This is an optimization exercise on Yosys and OpenROAD, whose aim is small area, a short achievable clock period and few clock cycles, not a production implementation. RTL that was checked went through simulation tests only; none was proved equivalent to the original. Only the layout flow was run in runs 1 to 3; the RTL was not checked for function there. No activity file was given, so power comes from the tool's default toggle rates.

==> flow/design.v <==
module udp_rx_demux (
    input  wire        clk,
    input  wire        rst,
    input  wire        in_valid,
    output wire        in_ready,
    input  wire [7:0]  in_data,
    input  wire        in_last,
    output wire        out_valid,
    input  wire        out_ready,
    output wire [7:0]  out_data,
    output wire        out_last,
    output wire        ev_valid,
    output wire [2:0]  ev_kind,
    output wire [2:0]  ev_slot,
    output wire [15:0] ev_sport,
    output wire [15:0] ev_dport,
    output wire [15:0] ev_len,
    input  wire        bind_en,
    input  wire [2:0]  bind_slot,
    input  wire [15:0] bind_port,
    input  wire        deq_en,
    input  wire [2:0]  deq_slot
);
    localparam [2:0] EV_ENQUEUE        = 3'd0,
                     EV_UNRECOGNIZED   = 3'd1,
                     EV_ARP_REPLY      = 3'd2,
                     EV_ARP_SUPPRESSED = 3'd3,
                     EV_NO_PORT        = 3'd4,
                     EV_QUEUE_FULL     = 3'd5;
    reg        first;           
    reg [15:0] cnt;             
    reg        f_mac;           
    reg        f_12, f_13, f_14;
    reg        f_u;             
    reg        f_ip;            
    reg        g33, g41;        
    reg        t12;             
    reg        ty_arp, ty_ip;   
    reg [3:0]  ihl;
    reg        dp_done;         
    reg        lkd;             
    reg        lk1, lk2;        
    reg        pend;            
    reg        rdy;             
    reg        rep;             
    reg        rm;              
    reg        arp_seen;
    reg        ev_v;
    reg [2:0]  e_kind, e_slot;
    reg [7:0]  pb [0:3];        
    reg [47:0] mac;             
    reg [7:0]  out_d;
    reg        out_l;
    reg [15:0] slot_port  [0:7];
    reg        slot_valid [0:7];
    reg [2:0]  slot_count [0:7];
    reg [7:0]  hit;
    wire in_fire  = in_valid && rdy;
    wire out_fire = rep && out_ready;
    wire        near = !first && cnt[15:7] == 9'd0;
    wire [6:0]  c7   = cnt[6:0];
    wire [1:0]  pj   = {~cnt[1], cnt[0]};
    wire [6:0]  rn   = c7 - 7'd13;
    wire        nu   = near && (c7 == 7'd14 ? in_data[3:0] == 4'd0
                                            : (!rn[6] && rn[5:2] == ihl && c7 > 7'd14));
    wire        dp_now = dp_done || (f_u && pj == 2'd3);
    wire        trig   = ty_ip && !lkd && g33 && (dp_now || in_last);
    wire        ip_cls = ty_ip && g33;
    wire        arp_cls = ty_arp && g41;
    wire        arp_go = in_fire && in_last && arp_cls && !arp_seen;
    wire [15:0] dport = {pb[2], pb[3]};
    reg  [7:0]  first_hit;
    reg  [2:0]  hit_slot;
    reg         hit_full;
    reg         any_lo;
    integer s;
    always @(*) begin
        any_lo = 1'b0;
        for (s = 0; s < 8; s = s + 1) begin
            first_hit[s] = hit[s] && !any_lo;
            any_lo = any_lo || hit[s];
        end
        hit_slot = 3'd0;
        hit_full = 1'b0;
        for (s = 7; s >= 0; s = s - 1)
            if (hit[s]) begin
                hit_slot = s;
                hit_full = slot_count[s][2];
            end
    end
    reg [7:0] rbyte;
    always @(*) begin
        case (cnt[5:0])
            6'd6, 6'd22:  rbyte = 8'h52;
            6'd7, 6'd23:  rbyte = 8'h54;
            6'd8, 6'd24:  rbyte = 8'h00;
            6'd9, 6'd25:  rbyte = 8'h12;
            6'd10, 6'd26: rbyte = 8'h34;
            6'd11, 6'd27: rbyte = 8'h56;
            6'd12: rbyte = 8'h08;
            6'd13: rbyte = 8'h06;
            6'd14: rbyte = 8'h00;
            6'd15: rbyte = 8'h01;
            6'd16: rbyte = 8'h08;
            6'd17: rbyte = 8'h00;
            6'd18: rbyte = 8'h06;
            6'd19: rbyte = 8'h04;
            6'd20: rbyte = 8'h00;
            6'd21: rbyte = 8'h02;
            6'd28: rbyte = 8'h0a;
            6'd29: rbyte = 8'h00;
            6'd30: rbyte = 8'h02;
            6'd31: rbyte = 8'h0f;
            6'd38: rbyte = pb[0];
            6'd39: rbyte = pb[1];
            6'd40: rbyte = pb[2];
            6'd41: rbyte = pb[3];
            default: rbyte = mac[47:40];    
        endcase
    end
    wire rep_end = cnt[5:0] == 6'd42;
    wire mac_rot = (out_fire && rm) || arp_go;
    integer i;
    always @(posedge clk) begin
        if (rst) begin
            first    <= 1'b1;
            lk1      <= 1'b0;
            lk2      <= 1'b0;
            pend     <= 1'b0;
            rdy      <= 1'b1;
            rep      <= 1'b0;
            arp_seen <= 1'b0;
            ev_v     <= 1'b0;
            f_mac    <= 1'b0;
            f_12     <= 1'b0;
            f_13     <= 1'b0;
            f_14     <= 1'b0;
            f_u      <= 1'b0;
            f_ip     <= 1'b0;
            g33      <= 1'b0;
            g41      <= 1'b0;
            for (i = 0; i < 8; i = i + 1)
                slot_valid[i] <= 1'b0;
        end else begin
            ev_v <= 1'b0;
            lk1  <= 1'b0;
            lk2  <= lk1;
            if (in_fire) begin
                first <= in_last;
                cnt   <= (first ? 16'd0 : cnt) + 16'd1;
                f_mac <= !in_last && (first ? 1'b0 : (near && c7 >= 7'd5 && c7 <= 7'd10));
                f_12  <= !in_last && near && c7 == 7'd11;
                f_13  <= !in_last && near && c7 == 7'd12;
                f_14  <= !in_last && near && c7 == 7'd13;
                f_u   <= !in_last && nu;
                f_ip  <= !in_last && near && c7 >= 7'd27 && c7 <= 7'd30;
                g33   <= !in_last && (g33 || (near && c7 == 7'd32));
                g41   <= !in_last && (g41 || (near && c7 == 7'd40));
                if (first) begin
                    dp_done <= 1'b0;
                    lkd     <= 1'b0;
                end
                if (f_12) t12 <= in_data == 8'h08;
                if (f_13) begin
                    ty_arp <= t12 && in_data == 8'h06;
                    ty_ip  <= t12 && in_data == 8'h00;
                end
                if (f_14) ihl <= in_data[3:0];
                if (dp_now && !first) dp_done <= 1'b1;
                if (trig) begin
                    lkd <= 1'b1;
                    lk1 <= 1'b1;
                end
                if (in_last) begin
                    if (ip_cls) begin
                        if (lkd && !lk1) begin
                            ev_v <= 1'b1;
                        end else begin
                            pend <= 1'b1;
                            rdy  <= 1'b0;
                        end
                    end else begin
                        ev_v <= 1'b1;
                        if (arp_cls) begin
                            if (arp_seen) begin
                                e_kind <= EV_ARP_SUPPRESSED;
                            end else begin
                                e_kind   <= EV_ARP_REPLY;
                                arp_seen <= 1'b1;
                                rep      <= 1'b1;
                                rdy      <= 1'b0;
                                rm       <= 1'b1;
                                cnt      <= 16'd1;
                                out_d    <= mac[47:40];
                                out_l    <= 1'b0;
                            end
                        end else begin
                            e_kind <= EV_UNRECOGNIZED;
                        end
                    end
                end
            end
            if (lk2) begin
                if (pend) begin
                    pend <= 1'b0;
                    rdy  <= 1'b1;
                    ev_v <= 1'b1;
                end
                e_slot <= hit_slot;
                if (hit == 8'd0)
                    e_kind <= EV_NO_PORT;
                else if (hit_full)
                    e_kind <= EV_QUEUE_FULL;
                else
                    e_kind <= EV_ENQUEUE;
            end
            if (out_fire) begin
                cnt   <= cnt + 16'd1;
                out_d <= rbyte;
                out_l <= cnt[5:0] == 6'd41;
                rm    <= cnt[5:0] <= 6'd4 || (cnt[5:0] >= 6'd31 && cnt[5:0] <= 6'd36);
                if (rep_end) begin
                    rep <= 1'b0;
                    rdy <= 1'b1;
                end
            end
            if (bind_en) slot_valid[bind_slot] <= bind_port != 16'd0;
        end
    end
    always @(posedge clk) begin
        for (i = 0; i < 8; i = i + 1)
            hit[i] <= slot_valid[i] && slot_port[i] == dport;
    end
    always @(posedge clk) begin
        for (i = 0; i < 4; i = i + 1)
            if (in_fire) begin
                if (first && i >= 2)
                    pb[i] <= 8'd0;
                else if ((i == 0 && f_14) ||
                         (!ty_arp && f_u && pj == i) || (ty_arp && f_ip && c7[1:0] == i))
                    pb[i] <= in_data;
            end
        if (in_fire && f_mac)
            mac <= {mac[39:0], in_data};
        else if (mac_rot)
            mac <= {mac[39:0], mac[47:40]};
    end
    always @(posedge clk) begin
        for (i = 0; i < 8; i = i + 1) begin
            if (bind_en && bind_slot == i) begin
                slot_port[i]  <= bind_port;
                slot_count[i] <= 3'd0;
            end else if (deq_en && deq_slot == i) begin
                if (slot_count[i] != 3'd0)
                    slot_count[i] <= slot_count[i] - 3'd1;
            end else if (lk2 && first_hit[i] && !slot_count[i][2]) begin
                slot_count[i] <= slot_count[i] + 3'd1;
            end
        end
    end
    assign in_ready  = rdy;
    assign out_valid = rep;
    assign out_data  = out_d;
    assign out_last  = out_l;
    assign ev_valid  = ev_v;
    assign ev_kind   = e_kind;
    assign ev_slot   = e_slot;
    assign ev_sport  = {pb[0], pb[1]};
    assign ev_dport  = {pb[2], pb[3]};
    assign ev_len    = cnt;
endmodule
==> flow/run.sh <==
#!/bin/bash
# synth_recipe.tcl (not shown) runs the flow's synth.tcl, then flattens the netlist and writes it again
# the make line also repeats each setting of config.mk as NAME=value (left out here)
make -C /OpenROAD-flow-scripts/flow DESIGN_CONFIG=/design/flow/config.mk WORK_HOME=/design/flow/orfs CLKGATE_MAP_FILE= SYNTH_SCRIPT=/design/flow/synth_recipe.tcl finish
==> flow/config.mk <==
export PLATFORM = sky130hd
export DESIGN_NAME = udp_rx_demux
export DESIGN_NICKNAME = udp_rx_demux
export VERILOG_FILES = /design/flow/design.v
export SDC_FILE = /design/flow/constraint.sdc
export NUM_CORES = 4
export LEC_CHECK = 0
export CAP_MARGIN = 20
export CORE_MARGIN = 2
export CORE_UTILIZATION = 35
export PLACE_DENSITY = 0.55
export SETUP_SLACK_MARGIN = 3.5
export SLEW_MARGIN = 20
==> flow/constraint.sdc <==
create_clock -name core_clock -period 6.0 [get_ports {clk}]
set_input_delay 1.2000 -clock core_clock [delete_from_list [all_inputs] [get_ports {clk}]]
set_output_delay 1.2000 -clock core_clock [all_outputs]
set_load 0.01 [all_outputs]
==> qor.yml, run 1 <==
clock_tree:
  insertion_delay_ns: 0.51
  clk_pin_slew_ns: 0.06
  ctsRootBufferMaster: "clkbuf_16"
  clock_path_buffers: 3
  cts_tree: "built"
  clkSinkCount: 305
  htreeDepth: 2
  ctsHoldBuffers: 0
  numCtsBuffers: 35
sta:
  timing.slew.headroom_pct: 42.97
  setup_tns_ns: 0
  grt_setup_unrepaired: "yes"
  worst_slew_pin_slew_ns: 0.8523
  fin_worst_skew_ns: 0.01892
  slew_violations: 0
  holdWs_ns: 0.4146
  finalHoldViolCount: 0
  finalSetupViolations: 0
  finalCritPeriodShare_pct: 41.44
  fmax_mhz: 402.1
  min_period_ns: 2.487
setup_path:
  cpPeakStageDelay_ns: 0.46
  crit_path_start_kind: "register"
  setup.worst_path.end_class: "primary output"
  crit_required_ns: 4.80
  path_max_fanout: 2
  crit_chain: "dlygate4sd2_1"
  reg2reg_setup_slack_ns: 3.55
  crit_slowest_cell: "edfxtp_1"
  arrival_ns: 1.29
  crit_family: "flip-flops"
  crit_buf_inv: 1
  path_class: "register to primary output"
grt:
  use_met1_pct: 24.91
  grt_pass1_vias: 8908
  use_met2_pct: 32.36
  grt_max_degree: 25
  grt.busiest_layer: "met2"
  grtUsageTotal_pct: 18.77
  met3_usage_pct: 3.094
  grt_pass1_wl_um: 56810
  antenna_found_initial: 0
  overflow: 0
routing:
  vias: 9391
  wl_um: 39490
  wire_per_inst_um: 22.17
  drt.antenna.violating_nets: 0
  post_drt_via_cell_ratio: 5.273
  dr.pass1.iters: 5
  drt_iter0_drc: 814
  drc: 0
finish:
  n_antenna_cell: 0
  drive_gt1_share_pct: 18.69
  nFillCells: 3585
  mostFrequentLayoutCells: "edfxtp_1 (257), xnor2_1 (111), nor2_1 (68)"
  layout_commonest_cell: "edfxtp_1"
  nets: 1289
  area_delta_synth_final_pct: 26.92
placed_design:
  hpwl_um: 24730
  place_congestion: 0.8127
  io_buffers: 102
power_and_ir_drop:
  switchingPower_uw: 1219
  combPwrFrac_pct: 10.5
  seqPwrFrac_pct: 48.5
  leakage_uw: 0.005978
  clkPwrFrac_pct: 40.9
  internal_power_uw: 3892
  switching_share_pct: 23.86
  peakVddDrop_mv: 0.1533
  powerDensity_nw_per_um2: 295.0
floorplan:
  dieArea_um2: 40590
  rows: 72
  core_um2: 38560
  ioPinCount: 103
  start_util_pct: 35.40
  die_x_um: 201.5
  die_h_um: 201.5
synth:
  synth_cell_types: 67
  synthesis.nets: 1111
  synthArstFlopShare_pct: 0
  synth_area_um2: 13650
  yosys_warnings: 4
  synthCells: 1060
  syn_area_per_cell_um2: 12.88
  synth_edf_count: 257
  ys.flop_type: "edfxtp_1"
  synth_seq_cells: 305
  ys_seq_area_share_pct: 63.58
run:
  max_cap_viol_count: 0
outcome:
  status: "no timing/DRC/antenna violations"
min_path:
  hold_path_class: "register to register"
==> kinds of logic after synthesis <==
kind of cell    after synthesis  synth area share, %
fa+ha+maj                    14                1.723
mux                          20                1.613
buf+inv                      76                2.292
xor+xnor                    157                10.07
compound gates              143                6.948
simple gates                345                13.77
flops                       305                63.58
==> area by class of cell <==
cell class / count / area (um^2) / area share (%)
sequential: 305 / 8680 / 50.10
tap: 518 / 648.1 / 3.741
clock buffer: 43 / 958.4 / 5.532
inverter: 32 / 131.4 / 0.7583
clock inverter: 19 / 166.4 / 0.9606
timing repair buffer: 178 / 1657 / 9.562
multi-input combinational: 686 / 5084 / 29.34
==> power by group through the flow <==
stage	logic [uW]	clock network, uW	registers (uW)
3_5_place_dp	464	0	2550
6_report	539	2090	2480
4_1_cts	518	2140	2480
2_1_floorplan	321	0	2510
5_1_grt	597	2220	2490
3_3_place_gp	455	0	2550
==> metrics by stage <==
step | total power, uW | instances | cell area (um^2) | worst slack, ns | util [%]
global route | 5306 | 1781 | 17320 | 3.479 | 44.93
detailed placement | 3016 | 1649 | 15360 | 2.525 | 39.84
global placement | 3006 | 1649 | 15360 | 2.602 | 39.84
CTS | 5138 | 1750 | 16880 | 3.104 | 43.78
finish | 5111 | 1781 | 17320 | 3.513 | 44.93
floorplan | 2829 | 1060 | 13810 | 3.245 | -
==> path summary, 6_finish.rpt <==
path                           start                  to  depth (start not counted)
hold reg to reg    mac[32]$_DFFE_PP_   mac[40]$_DFFE_PP_                          0
setup reg to reg    cnt[1]$_DFFE_PP_  out_d[3]$_DFFE_PP_                          9
setup / recovery  pb[0][0]$_DFFE_PP_         ev_sport[8]                          1
hold / removal     mac[32]$_DFFE_PP_   mac[40]$_DFFE_PP_                          0
==> cells in the mapped netlist (all sizes together) (27+ instances only) <==
library cell,instances,share of area (%)
a21oi,36,1.3
clkbuf,32,0.88
dfxtp,48,7.0
edfxtp,257,57
inv,32,0.88
nand2,55,1.5
nand3,27,0.99
nand4,31,1.4
nor2,78,2.1
nor4,34,1.6
o21ai,30,1.1
xnor2,111,7.1
xor2,46,3.0
==> repair_timing <==
| item | 4_1_cts | 5_1_grt |
|---|---|---|
| buffers inserted | 36 | 25 |
| pin swaps | 8 | 18 |
| gates resized for setup | 128 | 67 |
| setup endpoints to repair | 337 | 179 |
| cloned | 3 | 6 |
==> routing by layer <==
layer	vias up	share of wire [%]
met5	-	0.058
met4	2	1.6
met2	326	50
met1	4706	42
met3	52	5.9
li1	4305	-
==> flip-flops by register name, summed over array words and instances (netlist names), 4 cells and up <==
signal,flops
ihl,4
slot_port,128
out_d,8
slot_count,24
slot_valid,8
cnt,16
hit,8
pb,32
mac,48
==> run 2: changes to the inputs <==
--- a/flow/config.mk
+++ b/flow/config.mk
@@ -8,6 +8,7 @@
 export CAP_MARGIN = 20
 export CORE_MARGIN = 2
 export CORE_UTILIZATION = 35
+export CTS_BUF_LIST = sky130_fd_sc_hd__clkbuf_4 sky130_fd_sc_hd__clkbuf_8
 export PLACE_DENSITY = 0.55
 export SETUP_SLACK_MARGIN = 3.5
 export SLEW_MARGIN = 20
==> qor.yml, run 2 <==
synth:
  yosys_warnings: 4
  synthArstFlopShare_pct: 0
  netlist.area_leader.share_pct: 56.54
  synth_edf_count: 257
  synth_seq_cells: 305
  synth.cells.most_frequent: "edfxtp_1 (257), xnor2_1 (111), nor2_1 (78), nand2_1 (55), dfxtp_1 (48)"
  ys.flop_type: "edfxtp_1"
  synth.area.top_cells: "edfxtp_1 (57%), xnor2_1 (7.1%), dfxtp_1 (7.0%)"
  syn_area_per_cell_um2: 12.88
  synthCells: 1060
  synthesis.nets: 1111
  synth_cell_types: 67
  synth.most_common_cell: "edfxtp_1"
  synth_area_leader_cell: "edfxtp_1"
  synth_area_um2: 13650
  ys_seq_area_share_pct: 63.58
sta:
  grt_setup_unrepaired: "yes"
  slew_violations: 0
  fmax_mhz: 381.2
  setup_tns_ns: 0
  fin_ws_ns: 3.377
  finalCritPeriodShare_pct: 43.72
  worst_slew_pin_slew_ns: 1.025
  timing.slew.headroom_pct: 31.42
  finalSetupViolations: 0
  finalHoldViolCount: 0
  fin_worst_skew_ns: 0.02286
  min_period_ns: 2.623
finish:
  nFillCells: 3657
  layout_commonest_cell: "edfxtp_1"
  largest_register_ffs: 128
  n_antenna_cell: 0
  drive_gt1_share_pct: 23.47
  nets: 1303
  reg.largest.list: "slot_port (128), mac (48), pb (32)"
  mostFrequentLayoutCells: "edfxtp_1 (257), xnor2_1 (111), nor2_1 (68)"
  largest-register: "slot_port"
  area_delta_synth_final_pct: 24.27
grt:
  overflow: 0
  grtUsageTotal_pct: 18.80
  grt_pass1_wl_um: 56890
  grt_max_degree: 49
  antenna_found_initial: 0
  grt_pass1_vias: 9028
floorplan:
  dieArea_um2: 40590
  start_util_pct: 35.40
  rows: 72
  ioPinCount: 103
  die_h_um: 201.5
  die_x_um: 201.5
  core_um2: 38560
placed_design:
  hpwl_um: 24730
  place_congestion: 0.8127
  pre_cts_slack_ns: 2.525
  io_buffers: 102
min_path:
  hold_path_class: "register to register"
  holdCritStartpoint: "mac[32]$_DFFE_PP_"
clock_tree:
  ctsHoldBuffers: 0
  clkSinkCount: 305
  htreeDepth: 2
  cts_tree: "built"
  insertion_delay_ns: 0.61
  clk_pin_slew_ns: 0.06
  ctsRootBufferMaster: "clkbuf_8"
  clock_path_buffers: 3
  numCtsBuffers: 53
power_and_ir_drop:
  clkPwrFrac_pct: 38.6
  internal_power_uw: 3641
  combPwrFrac_pct: 10.8
  peakVddDrop_mv: 0.1480
  switching_share_pct: 25.62
  leakage_uw: 0.005858
  seqPwrFrac_pct: 50.6
  switchingPower_uw: 1254
  powerDensity_nw_per_um2: 288.6
setup_path:
  crit_required_ns: 6.33
  crit_path_start_kind: "primary input"
  arrival_ns: 2.95
  path_max_fanout: 20
  setup.worst_path.end_class: "register"
  path_class: "primary input to register"
  startpoint: "bind_slot[0]"
  rr_startpoint: "cnt[2]$_DFFE_PP_"
routing:
  drt.antenna.violating_nets: 0
  drt_iter0_drc: 911
  wl_um: 39050
  drc: 0
  dr.pass1.iters: 5
  post_drt_via_cell_ratio: 5.149
  wire_per_inst_um: 21.54
  vias: 9336
run:
  max_cap_viol_count: 0
outcome:
  status: "no timing/DRC/antenna violations"
## run 2: power groups by stage
| stage | Combinational, uW | Sequential [uW] | Clock [uW] |
|---|---|---|---|
| 2_1_floorplan | 321 | 2510 | 0 |
| 3_3_place_gp | 455 | 2550 | 0 |
| 3_5_place_dp | 464 | 2550 | 0 |
| 4_1_cts | 520 | 2480 | 1930 |
| 5_1_grt | 584 | 2490 | 2020 |
| 6_report | 528 | 2480 | 1890 |
## run 2: path summary, 6_finish.rpt
path	slack, ns	cells past startpoint	endpoint
hold reg to reg	0.41	0	mac[40]$_DFFE_PP_
setup reg to reg	3.51	8	out_d[5]$_DFFE_PP_
setup / recovery	3.38	3	slot_valid[0]$_SDFFCE_PN0P_
hold / removal	0.41	0	mac[40]$_DFFE_PP_
## run 2: worst max-delay path: stages
cell and delay, ns:
clkdlybuf4s50_1 0.58, nor3_4 0.91, or2_4 0.25
## run 2: what timing repair did
action                                  in CTS  in global routing
gates cloned                                 1                  1
pin swaps                                    3                  9
endpoints found under the setup margin     284                169
setup buffers                               48                 16
resized for setup                          266                 42
## run 2: cell families after synthesis
| kind of cell | count (synthesis) | synth area share (%) |
|---|---|---|
| fa+ha+maj | 14 | 1.723 |
| buf+inv | 76 | 2.292 |
| xor+xnor | 157 | 10.07 |
| flops | 305 | 63.58 |
| simple gates | 345 | 13.77 |
| mux | 20 | 1.613 |
| compound gates | 143 | 6.948 |
## run 2: cell type report
type                    count  area [um^2]  share of cell area (%)
multi-input cells         679         4950                   29.18
clock buffers              74        899.6                   5.304
well taps                 518        648.1                   3.821
inverters                  32        126.4                  0.7450
clock inverters            24        141.4                  0.8335
flip-flops and latches    305         8680                   51.17
repair buffers            181         1518                   8.947
## run 2: metrics by stage
stage                     total power, uW  instance area [um^2]  util [%]  std cells  hold slack [ns]
final                                4895                 16960     43.99       1813           0.4134
after global routing                 5095                 16960     43.99       1813           0.4190
after CTS                            4930                 16740     43.41       1796           0.4138
after detailed placement             3016                 15360     39.84       1649           0.4045
after global placement               3006                 15360     39.84       1649           0.4011
after floorplan                      2829                 13810         -       1060           0.4003
## run 2: per-layer routing
metal | vias up | part of all wire (%) | GRT usage (%)
met5 | - | 0 | 0
met4 | 0 | 2.0 | 4.911
met2 | 356 | 49 | 32.01
li1 | 4324 | - | -
met3 | 65 | 6.7 | 3.320
met1 | 4591 | 42 | 24.81
==> run 3: changes to the inputs <==
--- a/flow/design.v
+++ b/flow/design.v
@@ -39,7 +39,8 @@
     reg [3:0]  ihl;
     reg        dp_done;         
     reg        lkd;             
-    reg        lk1, lk2;        
+    reg [7:0]  sc;              
+    reg        lkdone;          
     reg        pend;            
     reg        rdy;             
     reg        rep;             
@@ -54,7 +55,6 @@
     reg [15:0] slot_port  [0:7];
     reg        slot_valid [0:7];
     reg [2:0]  slot_count [0:7];
-    reg [7:0]  hit;
     wire in_fire  = in_valid && rdy;
     wire out_fire = rep && out_ready;
     wire        near = !first && cnt[15:7] == 9'd0;
@@ -69,25 +69,24 @@
     wire        arp_cls = ty_arp && g41;
     wire        arp_go = in_fire && in_last && arp_cls && !arp_seen;
     wire [15:0] dport = {pb[2], pb[3]};
-    reg  [7:0]  first_hit;
-    reg  [2:0]  hit_slot;
-    reg         hit_full;
-    reg         any_lo;
+    reg  [15:0] sel_port;
+    reg         sel_valid, sel_full;
+    reg  [2:0]  sel_slot;
     integer s;
     always @(*) begin
-        any_lo = 1'b0;
-        for (s = 0; s < 8; s = s + 1) begin
-            first_hit[s] = hit[s] && !any_lo;
-            any_lo = any_lo || hit[s];
-        end
-        hit_slot = 3'd0;
-        hit_full = 1'b0;
-        for (s = 7; s >= 0; s = s - 1)
-            if (hit[s]) begin
-                hit_slot = s;
-                hit_full = slot_count[s][2];
-            end
-    end
+        sel_port  = 16'd0;
+        sel_valid = 1'b0;
+        sel_full  = 1'b0;
+        sel_slot  = 3'd0;
+        for (s = 0; s < 8; s = s + 1)
+            if (sc[s]) begin
+                sel_port  = sel_port | slot_port[s];
+                sel_valid = sel_valid | slot_valid[s];
+                sel_full  = sel_full | slot_count[s][2];
+                sel_slot  = sel_slot | s;
+            end
+    end
+    wire match = sel_valid && sel_port == dport;
     reg [7:0] rbyte;
     always @(*) begin
         case (cnt[5:0])
@@ -124,8 +123,7 @@
     always @(posedge clk) begin
         if (rst) begin
             first    <= 1'b1;
-            lk1      <= 1'b0;
-            lk2      <= 1'b0;
+            sc       <= 8'd0;
             pend     <= 1'b0;
             rdy      <= 1'b1;
             rep      <= 1'b0;
@@ -143,8 +141,7 @@
                 slot_valid[i] <= 1'b0;
         end else begin
             ev_v <= 1'b0;
-            lk1  <= 1'b0;
-            lk2  <= lk1;
+            sc   <= match ? 8'd0 : {sc[6:0], 1'b0};
             if (in_fire) begin
                 first <= in_last;
                 cnt   <= (first ? 16'd0 : cnt) + 16'd1;
@@ -159,6 +156,7 @@
                 if (first) begin
                     dp_done <= 1'b0;
                     lkd     <= 1'b0;
+                    lkdone  <= 1'b0;
                 end
                 if (f_12) t12 <= in_data == 8'h08;
                 if (f_13) begin
@@ -169,11 +167,11 @@
                 if (dp_now && !first) dp_done <= 1'b1;
                 if (trig) begin
                     lkd <= 1'b1;
-                    lk1 <= 1'b1;
+                    sc  <= 8'd1;
                 end
                 if (in_last) begin
                     if (ip_cls) begin
-                        if (lkd && !lk1) begin
+                        if (lkdone) begin
                             ev_v <= 1'b1;
                         end else begin
                             pend <= 1'b1;
@@ -200,19 +198,18 @@
                     end
                 end
             end
-            if (lk2) begin
-                if (pend) begin
-                    pend <= 1'b0;
-                    rdy  <= 1'b1;
-                    ev_v <= 1'b1;
-                end
-                e_slot <= hit_slot;
-                if (hit == 8'd0)
-                    e_kind <= EV_NO_PORT;
-                else if (hit_full)
-                    e_kind <= EV_QUEUE_FULL;
-                else
-                    e_kind <= EV_ENQUEUE;
+            if (match) begin
+                lkdone <= 1'b1;
+                e_slot <= sel_slot;
+                e_kind <= sel_full ? EV_QUEUE_FULL : EV_ENQUEUE;
+            end else if (sc[7]) begin
+                lkdone <= 1'b1;
+                e_kind <= EV_NO_PORT;
+            end
+            if (pend && lkdone) begin
+                pend <= 1'b0;
+                rdy  <= 1'b1;
+                ev_v <= 1'b1;
             end
             if (out_fire) begin
                 cnt   <= cnt + 16'd1;
@@ -228,10 +225,6 @@
         end
     end
     always @(posedge clk) begin
-        for (i = 0; i < 8; i = i + 1)
-            hit[i] <= slot_valid[i] && slot_port[i] == dport;
-    end
-    always @(posedge clk) begin
         for (i = 0; i < 4; i = i + 1)
             if (in_fire) begin
                 if (first && i >= 2)
@@ -253,7 +246,7 @@
             end else if (deq_en && deq_slot == i) begin
                 if (slot_count[i] != 3'd0)
                     slot_count[i] <= slot_count[i] - 3'd1;
-            end else if (lk2 && first_hit[i] && !slot_count[i][2]) begin
+            end else if (sc[i] && match && !slot_count[i][2]) begin
                 slot_count[i] <= slot_count[i] + 3'd1;
             end
         end
==> flow/flow/run.sh (new file) <==
#!/bin/bash
# The standard layout, with plain buf_2 cells as the port buffers instead of
# the delay cells buffer_ports picks by default.
set -euo pipefail
export BUFFER_PORTS_ARGS="-buffer_cell sky130_fd_sc_hd__buf_2"
bash standard.sh > standard.log 2>&1
==> flow/standard.sh (new file) <==
#!/bin/bash
# synth_recipe.tcl (not shown) runs the flow's synth.tcl, then flattens the netlist and writes it again
# the make line also repeats each setting of config.mk as NAME=value (left out here)
make -C /OpenROAD-flow-scripts/flow DESIGN_CONFIG=/design/flow/config.mk WORK_HOME=/design/flow/orfs CLKGATE_MAP_FILE= SYNTH_SCRIPT=/design/flow/synth_recipe.tcl "${@:-finish}"
--- a/flow/config.mk
+++ b/flow/config.mk
@@ -8,7 +8,8 @@
 export CAP_MARGIN = 20
 export CORE_MARGIN = 2
 export CORE_UTILIZATION = 35
-export CTS_BUF_LIST = sky130_fd_sc_hd__clkbuf_4 sky130_fd_sc_hd__clkbuf_8
+export CTS_CLUSTER_DIAMETER = 150
+export CTS_CLUSTER_SIZE = 30
 export PLACE_DENSITY = 0.55
 export SETUP_SLACK_MARGIN = 3.5
 export SLEW_MARGIN = 20
removed: flow/run.sh
==> qor.yml, run 3 <==
outcome:
  status: "no timing/DRC/antenna violations"
min_path:
  holdCritStartpoint: "mac[31]$_DFFE_PP_"
  hold_depth: 0
  holdPathEnd: "mac[39]$_DFFE_PP_"
  hold_path_class: "register to register"
run:
  max_cap_viol_count: 0
setup_path:
  path_class: "register to primary output"
  setup.worst_path.end_class: "primary output"
  reg2reg_setup_slack_ns: 3.51
  crit_top_cell: "buf_6"
  crit_chain: "buf_6, buf_6"
  path_max_fanout: 4
  crit_path_start_kind: "register"
  crit_required_ns: 4.80
  reg2reg_depth: 10
  cpPeakStageDelay_ns: 0.51
  worstReg2RegEnd: "e_kind[0]$_DFFE_PP_"
  arrival_ns: 1.30
  crit_slowest_cell: "edfxtp_1"
  rr_startpoint: "sc[6]$_SDFF_PP0_"
synth:
  synth.most_common_cell: "edfxtp_1"
  ys_seq_area_share_pct: 66.50
  synth_edf_count: 258
  synthesis.nets: 1041
  syn_area_per_cell_um2: 13.15
  synthCells: 991
  ys.flop_type: "edfxtp_1"
  netlist.area_leader.share_pct: 59.44
  synth.cells.most_frequent: "edfxtp_1 (258), a22oi_1 (78), nand2_1 (65), nor2_1 (51), dfxtp_1 (46)"
  yosys_warnings: 4
  synth_cell_types: 64
  synth_area_leader_cell: "edfxtp_1"
  synthArstFlopShare_pct: 0
  synth.area.top_cells: "edfxtp_1 (59%), dfxtp_1 (7.1%), a22oi_1 (4.5%)"
  synth_area_um2: 13040
  synth_seq_cells: 304
clock_tree:
  clock_path_buffers: 3
  clk_pin_slew_ns: 0.12
  ctsRootBufferMaster: "clkbuf_16"
  ctsHoldBuffers: 0
  htreeDepth: 1
  cts_tree: "built"
  insertion_delay_ns: 0.51
  numCtsBuffers: 14
  clkSinkCount: 304
grt:
  grtUsageTotal_pct: 17.79
  grt_max_degree: 32
  grt_pass1_vias: 8357
  antenna_found_initial: 0
  overflow: 0
  grt_pass1_wl_um: 52180
finish:
  area_delta_synth_final_pct: 18.47
  nets: 1181
  drive_gt1_share_pct: 25.13
  n_antenna_cell: 0
  largest_register_ffs: 128
  largest-register: "slot_port"
  fin_area_um2: 15440
  layout_commonest_cell: "edfxtp_1"
  final_cell_count_no_fill: 1606
  reg.largest.list: "slot_port (128), mac (48), pb (32)"
  mostFrequentLayoutCells: "edfxtp_1 (258), buf_2 (100), a22oi_1 (74)"
routing:
  wl_um: 36200
  vias: 8823
  drc: 0
  dr.pass1.iters: 5
  drt.antenna.violating_nets: 0
  drt_iter0_drc: 660
  wire_per_inst_um: 22.54
  route.met2.wl_um: 16620
  wl_met1_um: 16480
  dr_wl_met3_um: 2250
  post_drt_via_cell_ratio: 5.494
  routed.top_layer: "met4"
sta:
  grt_setup_unrepaired: "yes"
  finalSetupViolations: 0
  fmax_mhz: 399.7
  finalCritPeriodShare_pct: 41.70
  worst_slew_pin_slew_ns: 1.073
  slew_violations: 0
  timing.slew.headroom_pct: 28.46
  finalHoldViolCount: 0
  min_period_ns: 2.502
  fin_worst_skew_ns: 0.02049
  setup_tns_ns: 0
power_and_ir_drop:
  peakVddDrop_mv: 0.1622
  leakage_uw: 0.005073
  fin_total_pwr_uw: 3955
  powerDensity_nw_per_um2: 256.1
floorplan:
  rows: 70
  dieArea_um2: 38800
  start_util_pct: 35.60
  ioPinCount: 103
  die_h_um: 197.0
  die_x_um: 197.0
  core_um2: 36610
placed_design:
  hpwl_um: 22340
  io_buffers: 102
  post_dp_cell_area_um2: 14060
  place_congestion: 0.7956
  placed_cells: 1521
==> run 3: cell count changes in the layout (fill, tap and decap cells not counted), sizes merged, moves of 23 or more <==
cell | before | now
xnor2 | 111 | 18
clkbuf | 78 | 24
a22oi | 13 | 79
xor2 | 46 | 9
nor2 | 78 | 53
clkdlybuf4s50 | 23 | 0
buf | 126 | 166
==> run 3: area by class of cell <==
| class | count | area [um^2] |
|---|---|---|
| multi-input cells | 600 | 4343 |
| flip-flops and latches | 304 | 8698 |
| fillers | 3398 | 21170 |
| clock inverters | 2 | 37.54 |
| well taps | 468 | 585.6 |
| clock buffers | 21 | 397.9 |
| inverters | 41 | 187.7 |
| repair buffers | 170 | 1192 |
==> run 3: layer usage <==
layer,track usage (%),up-vias
met1,25.49,4391
met4,4.957,0
li1,-,4074
met3,2.704,47
met2,28.12,311
met5,0,-
==> run 3: kinds of logic after synthesis <==
| group | share of synthesized area [%] |
|---|---|
| simple gates | 12.62 |
| flops | 66.50 |
| compound gates | 11.96 |
| buf+inv | 2.918 |
| mux | 2.477 |
| xor+xnor | 1.814 |
| fa+ha+maj | 1.709 |
==> run 3: metrics by stage <==
stage	util, %	hold WS, ns	setup WS, ns
after floorplan	-	0.4003	3.453
after global placement	38.41	0.4004	2.579
after detailed placement	38.41	0.4045	2.473
after CTS	40.74	0.4279	3.477
after global routing	42.18	0.4356	3.405
final	42.18	0.4284	3.498
==> run 3: critical path: cells and delay by family (launching register included) <==
kind     cells  cell delay [ns]
flops        1             0.51
buf+inv      2             0.28
==> run 3: worst max path at each step <==
stage,end,slack (ns),startpoint
after floorplan,out_d[0]$_DFFE_PP_,3.45,rst
after global placement,e_slot[0]$_SDFFCE_PP1P_,2.58,sc[4]$_SDFF_PP0_
after detailed placement,e_slot[2]$_SDFFCE_PP1P_,2.47,sc[0]$_SDFF_PP0_
after CTS,ev_len[0],3.48,cnt[0]$_DFFE_PP_
after global routing,e_kind[0]$_DFFE_PP_,3.40,sc[6]$_SDFF_PP0_
final,ev_len[0],3.50,cnt[0]$_DFFE_PP_
==> run 3: report_power, final <==
part	internal, uW	switching, uW
Clock	480	662
Sequential	2370	76.4
Combinational	154	211
Total	3010	950
==> run 3: timing repair <==
action / in CTS / in global routing
cloned: 2 / 2
gates resized for setup: 44 / 52
setup endpoints to repair: 142 / 134
pin swaps: 5 / 14
setup buffers: 29 / 29
==> run 4: changes to the inputs <==
--- a/flow/design.v
+++ b/flow/design.v
@@ -39,7 +39,8 @@
     reg [3:0]  ihl;
     reg        dp_done;         
     reg        lkd;             
-    reg [7:0]  sc;              
+    reg [8:0]  sc;              
+    reg        mt;              
     reg        lkdone;          
     reg        pend;            
     reg        rdy;             
@@ -70,23 +71,41 @@
     wire        arp_go = in_fire && in_last && arp_cls && !arp_seen;
     wire [15:0] dport = {pb[2], pb[3]};
     reg  [15:0] sel_port;
-    reg         sel_valid, sel_full;
-    reg  [2:0]  sel_slot;
+    reg         sel_valid;
+    reg  [2:0]  act_slot;
     integer s;
     always @(*) begin
         sel_port  = 16'd0;
         sel_valid = 1'b0;
-        sel_full  = 1'b0;
-        sel_slot  = 3'd0;
-        for (s = 0; s < 8; s = s + 1)
+        act_slot  = 3'd0;
+        for (s = 0; s < 8; s = s + 1) begin
             if (sc[s]) begin
                 sel_port  = sel_port | slot_port[s];
                 sel_valid = sel_valid | slot_valid[s];
-                sel_full  = sel_full | slot_count[s][2];
-                sel_slot  = sel_slot | s;
-            end
+            end
+            if (sc[s+1])
+                act_slot  = act_slot | s;
+        end
     end
     wire match = sel_valid && sel_port == dport;
+    reg         op_bind, op_deq;
+    reg  [2:0]  op_slot;
+    reg  [2:0]  cur;            
+    reg  [7:0]  cwe;            
+    integer q;
+    always @(*) begin
+        cur = 3'd0;
+        for (q = 0; q < 8; q = q + 1)
+            if (sc[q+1] || (op_deq && op_slot == q))
+                cur = cur | slot_count[q];
+        for (q = 0; q < 8; q = q + 1)
+            cwe[q] = ((op_bind || op_deq) && op_slot == q) ||
+                     (sc[q+1] && mt && !cur[2]);
+    end
+    wire [2:0] cnew = op_bind ? 3'd0 :
+                      op_deq  ? (cur == 3'd0 ? 3'd0 : cur - 3'd1) :
+                                cur + 3'd1;
+    wire sel_full = cur[2];
     reg [7:0] rbyte;
     always @(*) begin
         case (cnt[5:0])
@@ -123,7 +142,8 @@
     always @(posedge clk) begin
         if (rst) begin
             first    <= 1'b1;
-            sc       <= 8'd0;
+            sc       <= 9'd0;
+            mt       <= 1'b0;
             pend     <= 1'b0;
             rdy      <= 1'b1;
             rep      <= 1'b0;
@@ -141,7 +161,8 @@
                 slot_valid[i] <= 1'b0;
         end else begin
             ev_v <= 1'b0;
-            sc   <= match ? 8'd0 : {sc[6:0], 1'b0};
+            mt   <= match && !mt;
+            sc   <= mt ? 9'd0 : {sc[7:0], 1'b0};
             if (in_fire) begin
                 first <= in_last;
                 cnt   <= (first ? 16'd0 : cnt) + 16'd1;
@@ -167,7 +188,7 @@
                 if (dp_now && !first) dp_done <= 1'b1;
                 if (trig) begin
                     lkd <= 1'b1;
-                    sc  <= 8'd1;
+                    sc  <= 9'd1;
                 end
                 if (in_last) begin
                     if (ip_cls) begin
@@ -198,11 +219,11 @@
                     end
                 end
             end
-            if (match) begin
+            if (mt) begin
                 lkdone <= 1'b1;
-                e_slot <= sel_slot;
+                e_slot <= act_slot;
                 e_kind <= sel_full ? EV_QUEUE_FULL : EV_ENQUEUE;
-            end else if (sc[7]) begin
+            end else if (sc[8]) begin
                 lkdone <= 1'b1;
                 e_kind <= EV_NO_PORT;
             end
@@ -240,16 +261,14 @@
     end
     always @(posedge clk) begin
         for (i = 0; i < 8; i = i + 1) begin
-            if (bind_en && bind_slot == i) begin
-                slot_port[i]  <= bind_port;
-                slot_count[i] <= 3'd0;
-            end else if (deq_en && deq_slot == i) begin
-                if (slot_count[i] != 3'd0)
-                    slot_count[i] <= slot_count[i] - 3'd1;
-            end else if (sc[i] && match && !slot_count[i][2]) begin
-                slot_count[i] <= slot_count[i] + 3'd1;
-            end
+            if (bind_en && bind_slot == i)
+                slot_port[i] <= bind_port;
+            if (cwe[i])
+                slot_count[i] <= cnew;
         end
+        op_bind <= bind_en && !rst;
+        op_deq  <= deq_en && !rst;
+        op_slot <= bind_en ? bind_slot : deq_slot;
     end
     assign in_ready  = rdy;
     assign out_valid = rep;
--- a/flow/config.mk
+++ b/flow/config.mk
@@ -7,9 +7,9 @@
 export LEC_CHECK = 0
 export CAP_MARGIN = 20
 export CORE_MARGIN = 2
-export CORE_UTILIZATION = 35
+export CORE_UTILIZATION = 55
 export CTS_CLUSTER_DIAMETER = 150
 export CTS_CLUSTER_SIZE = 30
-export PLACE_DENSITY = 0.55
+export PLACE_DENSITY = 0.7
 export SETUP_SLACK_MARGIN = 3.5
 export SLEW_MARGIN = 20
==> qor.yml, run 4 <==
power_and_ir_drop:
  switchingPower_uw: 829.1
  peakVddDrop_mv: 0.2922
  powerDensity_nw_per_um2: 258.0
  combPwrFrac_pct: 6.2
  clkPwrFrac_pct: 29.2
  switching_share_pct: 21.90
  leakage_uw: 0.004987
  internal_power_uw: 2957
  seqPwrFrac_pct: 64.6
  fin_total_pwr_uw: 3786
synth:
  synthesis.nets: 947
  syn_area_per_cell_um2: 14.23
  yosys_warnings: 4
  synth.area.top_cells: "edfxtp_1 (66%), a22oi_1 (5.1%), dfxtp_1 (4.5%)"
  ys_seq_area_share_pct: 70.58
  synthCells: 901
  synth.cells.most_frequent: "edfxtp_1 (282), a22oi_1 (87), nor2_1 (46), nand2_1 (35), clkbuf_1 (34)"
  synth_edf_count: 282
  synth_area_um2: 12820
  synth.most_common_cell: "edfxtp_1"
  synth_area_leader_cell: "edfxtp_1"
  synth_seq_cells: 311
  netlist.area_leader.share_pct: 66.05
  synthArstFlopShare_pct: 0
  ys.flop_type: "edfxtp_1"
  synth_cell_types: 61
sta:
  finalSetupViolations: 0
  setup_tns_ns: 0
  fmax_mhz: 391.3
  timing.slew.headroom_pct: 29.75
  worst_slew_pin_slew_ns: 1.050
  fin_worst_skew_ns: 0.02895
  grt_setup_unrepaired: "yes"
  slew_violations: 0
  finalCritPeriodShare_pct: 42.59
  finalHoldViolCount: 0
  min_period_ns: 2.555
setup_path:
  path_max_fanout: 4
  cp.depth: 3
  crit_slowest_cell: "edfxtp_1"
  rr_startpoint: "cnt[1]$_DFFE_PP_"
  crit_path_start_kind: "register"
  arrival_ns: 1.36
  crit_buf_inv: 3
  crit_family: "flip-flops"
  setup.worst_path.end_class: "primary output"
  cpPeakStageDelay_ns: 0.49
  reg2reg_depth: 9
  crit_top_cell: "buf_6"
  cp-endpoint: "ev_len[1]"
  reg2reg_setup_slack_ns: 3.49
  crit_required_ns: 4.80
  worstReg2RegEnd: "out_d[5]$_DFFE_PP_"
  startpoint: "cnt[1]$_DFFE_PP_"
  crit_chain: "buf_6, buf_6, buf_6"
  path_class: "register to primary output"
finish:
  reg.largest.list: "slot_port (128), mac (48), pb (32)"
  largest_register_ffs: 128
  largest-register: "slot_port"
  layout_commonest_cell: "edfxtp_1"
  final_cell_count_no_fill: 1341
  nFillCells: 1665
  mostFrequentLayoutCells: "edfxtp_1 (282), buf_2 (103), a22oi_1 (86)"
  drive_gt1_share_pct: 24.42
  nets: 1066
  n_antenna_cell: 0
  area_delta_synth_final_pct: 14.44
outcome:
  status: "no timing/DRC/antenna violations"
placed_design:
  io_buffers: 102
  hpwl_um: 19230
  place_congestion: 0.9038
  placed_cells: 1276
routing:
  wire_per_inst_um: 23.48
  drc: 0
  drt.antenna.violating_nets: 0
  vias: 8526
  dr.pass1.iters: 7
  post_drt_via_cell_ratio: 6.358
  drt_iter0_drc: 931
  wl_um: 31490
floorplan:
  dieArea_um2: 24550
  die_x_um: 156.7
  rows: 55
  ioPinCount: 103
  start_util_pct: 56.29
  core_um2: 22780
  die_h_um: 156.7
clock_tree:
  clock_path_buffers: 3
  numCtsBuffers: 14
  ctsRootBufferMaster: "clkbuf_16"
  htreeDepth: 1
  ctsHoldBuffers: 0
  insertion_delay_ns: 0.51
  clk_pin_slew_ns: 0.12
  cts_tree: "built"
  clkSinkCount: 311
grt:
  grtUsageTotal_pct: 25.27
  grt_pass1_wl_um: 46730
  grt_pass1_vias: 7968
  overflow: 0
  grt_max_degree: 32
  antenna_found_initial: 0
run:
  max_cap_viol_count: 0
min_path:
  hold_path_class: "register to register"
## run 4: metal layers
metal  up-vias  global-route usage (%)  part of all wire, %
li1       3784                       -                    -
met1      4215                   37.54                   42
met2       457                   39.86                   47
met5         -                       0                    0
met3        70                   3.323                  8.8
met4         0                   6.597                  2.6
## run 4: logic make-up (layout without fill, tap and decap cells)
kind of cell,count (synthesis),after routing,share of synthesized area [%]
AOI/OAI and AO/OA,228,228,12.79
xor gates and xnor gates,31,31,2.118
adders and majority gates,9,9,0.8783
buffers and inverters,72,198,2.332
DFF,311,311,70.58
muxes,19,19,1.659
and+or+nand+nor,231,232,9.642
## run 4: worst reg2reg max path: stages, from the launching register on
cell and delay [ns]:
edfxtp_1 0.49, inv_2 0.12, buf_4 0.14, ha_4 0.23
inv_1 0.11, nor3_2 0.32, nor4_4 0.10, a41oi_4 0.24
buf_12 0.16, mux2_2 0.33
## run 4: area by class of cell
| cell class | count | area, um^2 | area share (%) |
|---|---|---|---|
| sequential | 311 | 9065 | 61.78 |
| multi-input combinational | 519 | 3732 | 25.44 |
| timing repair buffer | 157 | 1003 | 6.839 |
| tap | 313 | 391.6 | 2.669 |
| clock buffer | 22 | 380.4 | 2.592 |
| inverter | 17 | 63.81 | 0.4349 |
| clock inverter | 2 | 36.28 | 0.2473 |
## run 4: through the flow
stage	worst slack, ns	hold WS (ns)	area [um^2]	utilization (%)
floorplan	3.208	0.4003	12880	-
global placement	2.914	0.4004	13650	59.92
detailed placement	2.870	0.4045	13650	59.92
CTS	3.508	0.4031	14410	63.27
global route	3.409	0.4221	14670	64.42
finish	3.445	0.4113	14670	64.42
## run 4: power by group through the flow
stage	registers [uW]	clock network (uW)	logic, uW
3_3_place_gp	2500	0	182
4_1_cts	2450	1120	211
2_1_floorplan	2490	0	112
6_report	2450	1100	234
5_1_grt	2450	1190	253
3_5_place_dp	2500	0	186
## run 4: repair_timing
item,in CTS,in global routing
endpoints found under the setup margin,110,63
pin swaps,4,9
resized for setup,33,30
buffers inserted,23,16
cloned,1,1
## run 4: how the worst min path moves through the flow
stage / start / end / slack, ns / cells past startpoint
floorplan: mac[2]$_DFFE_PP_ / mac[10]$_DFFE_PP_ / 0.40 / 0
global placement: mac[26]$_DFFE_PP_ / mac[34]$_DFFE_PP_ / 0.40 / 0
detailed placement: mac[17]$_DFFE_PP_ / mac[25]$_DFFE_PP_ / 0.40 / 0
CTS: mac[22]$_DFFE_PP_ / mac[30]$_DFFE_PP_ / 0.40 / 0
global route: mac[22]$_DFFE_PP_ / mac[30]$_DFFE_PP_ / 0.42 / 0
finish: mac[22]$_DFFE_PP_ / mac[30]$_DFFE_PP_ / 0.41 / 0
Testbench counts of run 4, summed over its fixed seeds: cycles 230,452.
==> run 5: changes to the inputs <==
--- a/flow/config.mk
+++ b/flow/config.mk
@@ -8,8 +8,8 @@
 export CAP_MARGIN = 20
 export CORE_MARGIN = 2
 export CORE_UTILIZATION = 55
-export CTS_CLUSTER_DIAMETER = 150
-export CTS_CLUSTER_SIZE = 30
+export CTS_CLUSTER_DIAMETER = 100
+export CTS_CLUSTER_SIZE = 20
 export PLACE_DENSITY = 0.7
 export SETUP_SLACK_MARGIN = 3.5
 export SLEW_MARGIN = 20
==> qor.yml, run 5 <==
outcome:
  status: "no timing/DRC/antenna violations"
synth:
  synth.most_common_cell: "edfxtp_1"
  synthArstFlopShare_pct: 0
  synth_area_leader_cell: "edfxtp_1"
  synth.cells.most_frequent: "edfxtp_1 (282), a22oi_1 (87), nor2_1 (46), nand2_1 (35), clkbuf_1 (34)"
  ys_seq_area_share_pct: 70.58
  syn_area_per_cell_um2: 14.23
  synth_area_um2: 12820
  ys.flop_type: "edfxtp_1"
  yosys_warnings: 4
  netlist.area_leader.share_pct: 66.05
  synthesis.nets: 947
  synthCells: 901
  synth_seq_cells: 311
  synth.area.top_cells: "edfxtp_1 (66%), a22oi_1 (5.1%), dfxtp_1 (4.5%)"
  synth_edf_count: 282
  synth_cell_types: 61
finish:
  area_delta_synth_final_pct: 15.69
  largest_register_ffs: 128
  layout_commonest_cell: "edfxtp_1"
  nets: 1069
  nFillCells: 1645
  drive_gt1_share_pct: 24.81
  largest-register: "slot_port"
  mostFrequentLayoutCells: "edfxtp_1 (282), buf_2 (101), a22oi_1 (84)"
  reg.largest.list: "slot_port (128), mac (48), pb (32)"
  final_util_pct: 65.12
sta:
  finalSetupViolations: 0
  worst_slew_pin_slew_ns: 1.056
  min_period_ns: 2.462
  setup_tns_ns: 0
  timing.slew.headroom_pct: 29.40
  fin_worst_skew_ns: 0.01632
  fmax_mhz: 406.2
  grt_setup_unrepaired: "yes"
  slew_violations: 0
  finalHoldViolCount: 0
  finalCritPeriodShare_pct: 41.03
routing:
  wl_met1_um: 13220
  drt_iter0_drc: 916
  drt.antenna.violating_nets: 0
  wl_um: 31690
  post_drt_via_cell_ratio: 6.317
  vias: 8528
  route.met2.wl_um: 14810
  wire_per_inst_um: 23.47
  dr.pass1.iters: 5
  dr_wl_met3_um: 2842
  routed.top_layer: "met4"
  drc: 0
power_and_ir_drop:
  leakage_uw: 0.005055
  peakVddDrop_mv: 0.2687
  powerDensity_nw_per_um2: 268.1
setup_path:
  path_class: "register to register"
  reg2reg_depth: 9
  crit_required_ns: 6.27
  path_max_fanout: 11
  setup.worst_path.end_class: "register"
  arrival_ns: 2.73
  crit_slowest_cell: "edfxtp_1"
  startpoint: "cnt[1]$_DFFE_PP_"
  crit_path_start_kind: "register"
  crit_chain: "buf_4, buf_4, ha_4, o31ai_2, a21oi_2, nor4_4, a41oi_4, buf_12, mux2_2"
  rr_startpoint: "cnt[1]$_DFFE_PP_"
  cpPeakStageDelay_ns: 0.47
  crit_top_cell: "buf_4"
floorplan:
  die_x_um: 156.7
  ioPinCount: 103
  dieArea_um2: 24550
  start_util_pct: 56.29
  rows: 55
  core_um2: 22780
  die_h_um: 156.7
clock_tree:
  clk_pin_slew_ns: 0.09
  numCtsBuffers: 19
  htreeDepth: 1
  insertion_delay_ns: 0.52
  clkSinkCount: 311
  cts_tree: "built"
  clock_path_buffers: 3
  ctsRootBufferMaster: "clkbuf_16"
placed_design:
  io_buffers: 102
  place_congestion: 0.9038
  hpwl_um: 19230
grt:
  grt_pass1_vias: 8052
  grt_max_degree: 49
  overflow: 0
  antenna_found_initial: 0
  grtUsageTotal_pct: 25.68
  grt_pass1_wl_um: 47370
min_path:
  hold_depth: 0
  holdCritStartpoint: "mac[35]$_DFFE_PP_"
  hold_path_class: "register to register"
run:
  max_cap_viol_count: 0
==> run 5: changes by cell type in the layout (fill, tap and decap cells not counted), sizes merged <==
| cell | before | now |
|---|---|---|
| clkinv | 1 | 0 |
| diode | 0 | 1 |
| buf | 156 | 154 |
| clkbuf | 23 | 33 |
| inv | 18 | 19 |
==> run 5: area by class of cell <==
type	count	area [um^2]	share of cell area, %
multi-input combinational	519	3772	25.43
clock buffer	32	524.3	3.534
sequential	311	9065	61.11
inverter	17	63.81	0.4302
timing repair buffer	155	993.5	6.698
antenna	1	2.502	0.01687
tap	313	391.6	2.640
clock inverter	2	20.02	0.1350
==> run 5: kinds of logic after synthesis <==
| group | share of synthesized area (%) |
|---|---|
| AOI/OAI and AO/OA | 12.79 |
| buffers and inverters | 2.332 |
| muxes | 1.659 |
| xor gates and xnor gates | 2.118 |
| adders and majority gates | 0.8783 |
| and+or+nand+nor | 9.642 |
| DFF | 70.58 |
==> run 5: path summary, 6_finish.rpt <==
path / end / slack (ns)
max: out_d[0]$_DFFE_PP_ / 3.54
min: mac[43]$_DFFE_PP_ / 0.42
max reg2reg: out_d[0]$_DFFE_PP_ / 3.54
min reg2reg: mac[43]$_DFFE_PP_ / 0.42
==> run 5: worst max-delay path: cells and delay by family (launching register included) <==
| kind | cells | cell delay [ns] |
|---|---|---|
| AO/OA/AOI/OAI | 3 | 0.56 |
| adder cells (fa/ha/maj) | 1 | 0.20 |
| buffers and inverters | 3 | 0.50 |
| flip-flops | 1 | 0.47 |
| multiplexers | 1 | 0.26 |
| AND/OR/NAND/NOR | 1 | 0.20 |
==> run 5: per-layer routing <==
layer	track usage, %	up-vias
met5	0	-
met4	7.733	0
met3	4.320	60
met2	40.07	435
met1	37.45	4224
li1	-	3809
==> run 5: where the power goes <==
part           switching (uW)  internal [uW]  total [uW]
combinational             149           87.2         236
sequential               35.8           2410        2450
clock                     687            607        1290
total                     872           3110        3980
==> run 5: timing repair <==
action                     in CTS  in global routing
pin swaps                       7                 15
gates resized for setup        32                 36
setup endpoints to repair      65                110
gates cloned                    0                  2
hold buffers                    0                  0
setup buffers                  27                 10
==> run 5: through the flow <==
| stage | setup slack (ns) | hold WS [ns] | cells | total power (uW) | area [um^2] |
|---|---|---|---|---|---|
| after floorplan | 3.208 | 0.4003 | 901 | 2598 | 12880 |
| after global placement | 2.914 | 0.4004 | 1276 | 2682 | 13650 |
| after detailed placement | 2.870 | 0.4045 | 1276 | 2687 | 13650 |
| after CTS | 3.503 | 0.4216 | 1337 | 3974 | 14550 |
| after global routing | 3.432 | 0.4286 | 1349 | 4093 | 14830 |
| final | 3.538 | 0.4172 | 1350 | 3977 | 14830 |
==> run 6: changes to the inputs <==
--- a/flow/design.v
+++ b/flow/design.v
@@ -142,6 +142,10 @@
     always @(posedge clk) begin
         if (rst) begin
             first    <= 1'b1;
+            cnt      <= 16'd0;
+            lkd      <= 1'b0;
+            lkdone   <= 1'b0;
+            dp_done  <= 1'b0;
             sc       <= 9'd0;
             mt       <= 1'b0;
             pend     <= 1'b0;
==> qor.yml, run 6 <==
outcome:
  status: "no timing/DRC/antenna violations"
floorplan:
  die_h_um: 156.6
  dieArea_um2: 24520
  rows: 55
  die_x_um: 156.6
  start_util_pct: 56.22
  ioPinCount: 103
  core_um2: 22780
setup_path:
  rr_startpoint: "cnt[0]$_SDFFE_PP0N_"
  crit_path_start_kind: "register"
  crit_slowest_cell: "dfxtp_4"
  setup.worst_path.end_class: "register"
  arrival_ns: 2.80
  startpoint: "cnt[0]$_SDFFE_PP0N_"
  path_class: "register to register"
  crit_required_ns: 6.27
  cpPeakStageDelay_ns: 0.42
  path_max_fanout: 8
  crit_chain: "clkinvlp_4, ha_4, o21a_1, o21ai_2, o21ai_1, a221o_1, a31oi_4, buf_12, mux2_2"
clock_tree:
  numCtsBuffers: 19
  cts_tree: "built"
  clk_pin_slew_ns: 0.09
  clkSinkCount: 311
  htreeDepth: 1
  insertion_delay_ns: 0.52
  clock_path_buffers: 3
  ctsRootBufferMaster: "clkbuf_16"
finish:
  mostFrequentLayoutCells: "edfxtp_1 (263), buf_2 (102), a22oi_1 (82)"
  layout_commonest_cell: "edfxtp_1"
  largest-register: "slot_port"
  final_util_pct: 63.96
  fin_area_um2: 14570
  area_delta_synth_final_pct: 13.78
  reg.largest.list: "slot_port (128), mac (48), pb (32)"
  largest_register_ffs: 128
  nets: 1073
  drive_gt1_share_pct: 22.40
sta:
  fin_worst_skew_ns: 0.01340
  finalSetupViolations: 0
  worst_slew_pin_slew_ns: 1.021
  slew_violations: 0
  finalHoldViolCount: 0
  setup_tns_ns: 0
  fmax_mhz: 395.7
  timing.slew.headroom_pct: 31.87
  fin_ws_ns: 3.473
  min_period_ns: 2.527
  holdWs_ns: 0.4175
  grt_setup_unrepaired: "yes"
  finalCritPeriodShare_pct: 42.12
routing:
  drt_iter0_drc: 899
  dr.pass1.iters: 5
  wire_per_inst_um: 22.93
  drt.antenna.violating_nets: 0
  post_drt_via_cell_ratio: 6.232
  vias: 8444
  drc: 0
  wl_um: 31070
synth:
  ys_seq_area_share_pct: 69.18
  synth_area_leader_cell: "edfxtp_1"
  synthArstFlopShare_pct: 0
  netlist.area_leader.share_pct: 61.68
  synth_seq_cells: 311
  yosys_warnings: 4
  synthCells: 937
  synth.most_common_cell: "edfxtp_1"
  synthesis.nets: 983
  synth.area.top_cells: "edfxtp_1 (62%), dfxtp_1 (7.5%), a22oi_1 (4.8%)"
  synth_area_um2: 12800
  synth.cells.most_frequent: "edfxtp_1 (263), a22oi_1 (82), nor2_1 (59), dfxtp_1 (48), nand2_1 (47)"
  synth_cell_types: 69
  synth_edf_count: 263
  ys.flop_type: "edfxtp_1"
  syn_area_per_cell_um2: 13.67
grt:
  grtUsageTotal_pct: 25.05
  grt_pass1_wl_um: 46670
  overflow: 0
  grt_pass1_vias: 8102
  antenna_found_initial: 2
  grt_max_degree: 49
min_path:
  holdCritStartpoint: "mac[32]$_DFFE_PP_"
  hold_path_class: "register to register"
power_and_ir_drop:
  leakage_uw: 0.004944
  peakVddDrop_mv: 0.1820
  powerDensity_nw_per_um2: 266.7
placed_design:
  post_dp_cell_area_um2: 13630
  place_congestion: 0.8713
  pre_cts_slack_ns: 2.544
  io_buffers: 102
  hpwl_um: 19520
run:
  max_cap_viol_count: 0
run 6: metal layers:
metal	share of wire [%]	wire, um	global-route usage (%)	vias to the layer above
met3	7.4	2310	3.295	64
met2	47	14500	39.29	365
met4	2.7	833	8.082	0
met1	43	13420	36.72	4190
met5	0	0	0	-
li1	-	-	-	3825
run 6: per-stage QoR:
step,power (uW),std cells
after floorplan,2541,937
after global placement,2612,1305
after detailed placement,2617,1305
after CTS,3883,1341
after global routing,4000,1354
final,3886,1355
run 6: final timing paths:
path	slack, ns	depth (start not counted)	to
setup / recovery	3.47	9	out_d[5]$_DFFE_PP_
hold / removal	0.42	0	mac[40]$_DFFE_PP_
setup reg to reg	3.47	9	out_d[5]$_DFFE_PP_
hold reg to reg	0.42	0	mac[40]$_DFFE_PP_
run 6: what timing repair did:
action,in CTS,in global routing
pin swaps,1,13
gates cloned,0,0
setup buffers,2,12
hold buffers,0,0
endpoints found under the setup margin,44,90
gates resized for setup,23,42
run 6: cells by family after synthesis:
family / count (synthesis) / share of synthesized area (%)
DFF: 311 / 69.18
and+or+nand+nor: 269 / 11.13
AOI/OAI and AO/OA: 218 / 12.36
buffers and inverters: 77 / 2.453
xor gates and xnor gates: 33 / 2.257
muxes: 20 / 1.739
adders and majority gates: 9 / 0.8794
run 6: area by class of cell:
cell class,instances,area (um^2)
antenna,2,5.005
timing repair buffer,127,730.7
tap,313,391.6
fill,1733,8209
multi-input combinational,549,3934
clock inverter,2,20.02
inverter,19,75.07
clock buffer,32,524.3
sequential,311,8889
run 6: worst max-delay path: cells and delay by family (launching register included):
kind | cells | cell delay [ns]
AOI/OAI and AO/OA | 5 | 1.03
adders and majority gates | 1 | 0.20
buffers and inverters | 2 | 0.30
DFF | 1 | 0.42
muxes | 1 | 0.33
run 6: report_power, final:
group          leakage (uW)  switching, uW  internal (uW)
combinational       0.00189            115           58.1
clock              0.000260            690            607
sequential          0.00280           31.4           2380
Testbench counts of run 6, summed over its fixed seeds: cycles 230,452.
==> run 7: changes to the inputs <==
--- a/flow/config.mk
+++ b/flow/config.mk
@@ -8,8 +8,8 @@
 export CAP_MARGIN = 20
 export CORE_MARGIN = 2
 export CORE_UTILIZATION = 55
-export CTS_CLUSTER_DIAMETER = 100
-export CTS_CLUSTER_SIZE = 20
+export CTS_CLUSTER_DIAMETER = 120
+export CTS_CLUSTER_SIZE = 25
 export PLACE_DENSITY = 0.7
 export SETUP_SLACK_MARGIN = 3.5
 export SLEW_MARGIN = 20
==> qor.yml, run 7 <==
routing:
  drt_iter0_drc: 875
  post_drt_via_cell_ratio: 6.276
  wire_per_inst_um: 22.95
  vias: 8472
  drt.antenna.violating_nets: 0
  wl_um: 30980
  dr.pass1.iters: 5
  drc: 0
clock_tree:
  cts_tree: "built"
  insertion_delay_ns: 0.51
  clkSinkCount: 311
  htreeDepth: 1
  clock_path_buffers: 3
  ctsRootBufferMaster: "clkbuf_16"
  numCtsBuffers: 16
  clk_pin_slew_ns: 0.11
sta:
  finalHoldViolCount: 0
  slew_violations: 0
  finalCritPeriodShare_pct: 41.60
  fin_worst_skew_ns: 0.01428
  grt_setup_unrepaired: "yes"
  timing.slew.headroom_pct: 31.90
  setup_tns_ns: 0
  min_period_ns: 2.496
  fmax_mhz: 400.7
  worst_slew_pin_slew_ns: 1.020
  finalSetupViolations: 0
floorplan:
  rows: 55
  core_um2: 22780
  start_util_pct: 56.22
  ioPinCount: 103
  die_h_um: 156.6
  die_x_um: 156.6
  dieArea_um2: 24520
synth:
  synthArstFlopShare_pct: 0
  synth.most_common_cell: "edfxtp_1"
  synthCells: 937
  synth_area_leader_cell: "edfxtp_1"
  ys.flop_type: "edfxtp_1"
  yosys_warnings: 4
  synth_seq_cells: 311
  synth_cell_types: 69
  syn_area_per_cell_um2: 13.67
  synthesis.nets: 983
  synth_area_um2: 12800
  synth_edf_count: 263
  netlist.area_leader.share_pct: 61.68
  synth.cells.most_frequent: "edfxtp_1 (263), a22oi_1 (82), nor2_1 (59), dfxtp_1 (48), nand2_1 (47)"
  ys_seq_area_share_pct: 69.18
  synth.area.top_cells: "edfxtp_1 (62%), dfxtp_1 (7.5%), a22oi_1 (4.8%)"
grt:
  grt_pass1_wl_um: 46510
  grtUsageTotal_pct: 25.01
  grt_pass1_vias: 8065
  overflow: 0
  antenna_found_initial: 2
  grt_max_degree: 49
outcome:
  status: "no timing/DRC/antenna violations"
finish:
  nets: 1077
  mostFrequentLayoutCells: "edfxtp_1 (263), buf_2 (102), a22oi_1 (82)"
  area_delta_synth_final_pct: 13.40
  drive_gt1_share_pct: 22.90
  reg.largest.list: "slot_port (128), mac (48), pb (32)"
  layout_commonest_cell: "edfxtp_1"
  largest_register_ffs: 128
  largest-register: "slot_port"
placed_design:
  place_congestion: 0.8713
  hpwl_um: 19520
  io_buffers: 102
min_path:
  hold_path_class: "register to register"
setup_path:
  crit_path_start_kind: "register"
  setup.worst_path.end_class: "register"
  crit_required_ns: 6.26
  arrival_ns: 2.76
  path_max_fanout: 8
  path_class: "register to register"
power_and_ir_drop:
  peakVddDrop_mv: 0.2331
  powerDensity_nw_per_um2: 258.3
  leakage_uw: 0.004930
  fin_total_pwr_uw: 3750
run:
  max_cap_viol_count: 0
-- run 7: cell counts after synthesis --
Identical to the previous run, type by type.
-- run 7: cell families after synthesis --
family / after synthesis / synth area share (%)
AOI/OAI and AO/OA: 218 / 12.36
xor gates and xnor gates: 33 / 2.257
adders and majority gates: 9 / 0.8794
buffers and inverters: 77 / 2.453
DFF: 311 / 69.18
muxes: 20 / 1.739
and+or+nand+nor: 269 / 11.13
-- run 7: what timing repair did --
| action | in CTS | in global routing |
|---|---|---|
| hold buffers | 0 | 0 |
| pin swaps | 1 | 13 |
| gates resized for setup | 23 | 43 |
| endpoints found under the setup margin | 47 | 64 |
| setup buffers | 2 | 19 |
| gates cloned | 0 | 0 |
-- run 7: final timing paths --
path                       start                 end  slack, ns  cells past startpoint
max          cnt[0]$_SDFFE_PP0N_  out_d[5]$_DFFE_PP_       3.50                      9
min            mac[32]$_DFFE_PP_   mac[40]$_DFFE_PP_       0.41                      0
min reg2reg    mac[32]$_DFFE_PP_   mac[40]$_DFFE_PP_       0.41                      0
max reg2reg  cnt[0]$_SDFFE_PP0N_  out_d[5]$_DFFE_PP_       3.50                      9
-- run 7: cell type report --
cell class	count	area [um^2]
antenna	2	5.005
clock buffer	20	415.4
clock inverter	2	32.53
fill	1723	8258
inverter	19	78.83
multi-input combinational	549	3923
sequential	311	8887
tap	313	391.6
timing repair buffer	134	787.0
-- run 7: through the flow --
stage | hold WS, ns | instance area (um^2) | utilization, % | worst slack [ns] | cells
4_1_cts | 0.4192 | 14190 | 62.32 | 3.498 | 1329
3_3_place_gp | 0.4006 | 13630 | 59.85 | 2.709 | 1305
3_5_place_dp | 0.4045 | 13630 | 59.85 | 2.544 | 1305
2_1_floorplan | 0.4003 | 12900 | - | 3.312 | 937
6_report | 0.4141 | 14520 | 63.75 | 3.504 | 1350
5_1_grt | 0.4215 | 14520 | 63.74 | 3.405 | 1349
-- run 7: power breakdown --
part | switching [uW] | internal, uW
combinational | 116 | 57.9
sequential | 31.3 | 2380
clock | 657 | 504
-- run 7: metal layers --
layer / track usage [%] / share of wire, % / vias to the layer above
li1: - / - / 3827
met2: 39.17 / 47 / 372
met4: 7.907 / 2.6 / 0
met1: 36.83 / 44 / 4219
met3: 3.240 / 7.0 / 54
met5: 0 / 0 / -
-- run 7: worst max-delay path, stage by stage, from the launching register on --
cell,delay [ns]
dfxtp_4,0.42
clkinvlp_4,0.13
ha_4,0.19
o21a_1,0.20
o21ai_2,0.13
o21ai_1,0.08
a221o_1,0.37
a31oi_4,0.23
buf_12,0.16
mux2_2,0.33

afterwards: timing with drivers on the ports:
Ports are ideal in the flow. The routed layouts listed here were re-timed in OpenROAD.
Step 1: set_driving_cell puts a clkbuf_16 on clk and a buf_2 on each other input, an assumption about the parent block.
Step 2, shift: input delay + t, output delay - t, t = (earliest + latest rising clock arrival at the registers) / 2. This alone moves slack from input paths to output paths.
Three values: ideal ports, drivers, drivers and shift; two values: the first two.
run | t (ns) | slack for setup (ns) | worst setup path at the end | pins driven straight from the clock port
run 1 | 0.550 | 3.513 / 3.461 / 3.033 | input to register | 1
run 2 | 0.643 | 3.377 / 3.371 / 2.727 | input to register | 1
run 3 | 0.557 | 3.498 / 3.442 / 3.041 | input to register | 1
run 4 | 0.538 | 3.445 / 3.399 / 3.020 | input to register | 1
run 5 | 0.564 | 3.538 / 3.489 / 2.979 | input to register | 1
run 6 | 0.559 | 3.473 / 3.473 / 2.974 | input to register | 1
run 7 | 0.549 | 3.504 / 3.498 / 2.988 | input to register | 1
After both steps setup and hold are still met in every run listed. The setup slack of run 2, which loses most, moves by -0.006 ns with the drivers and by -0.650 ns with both steps.
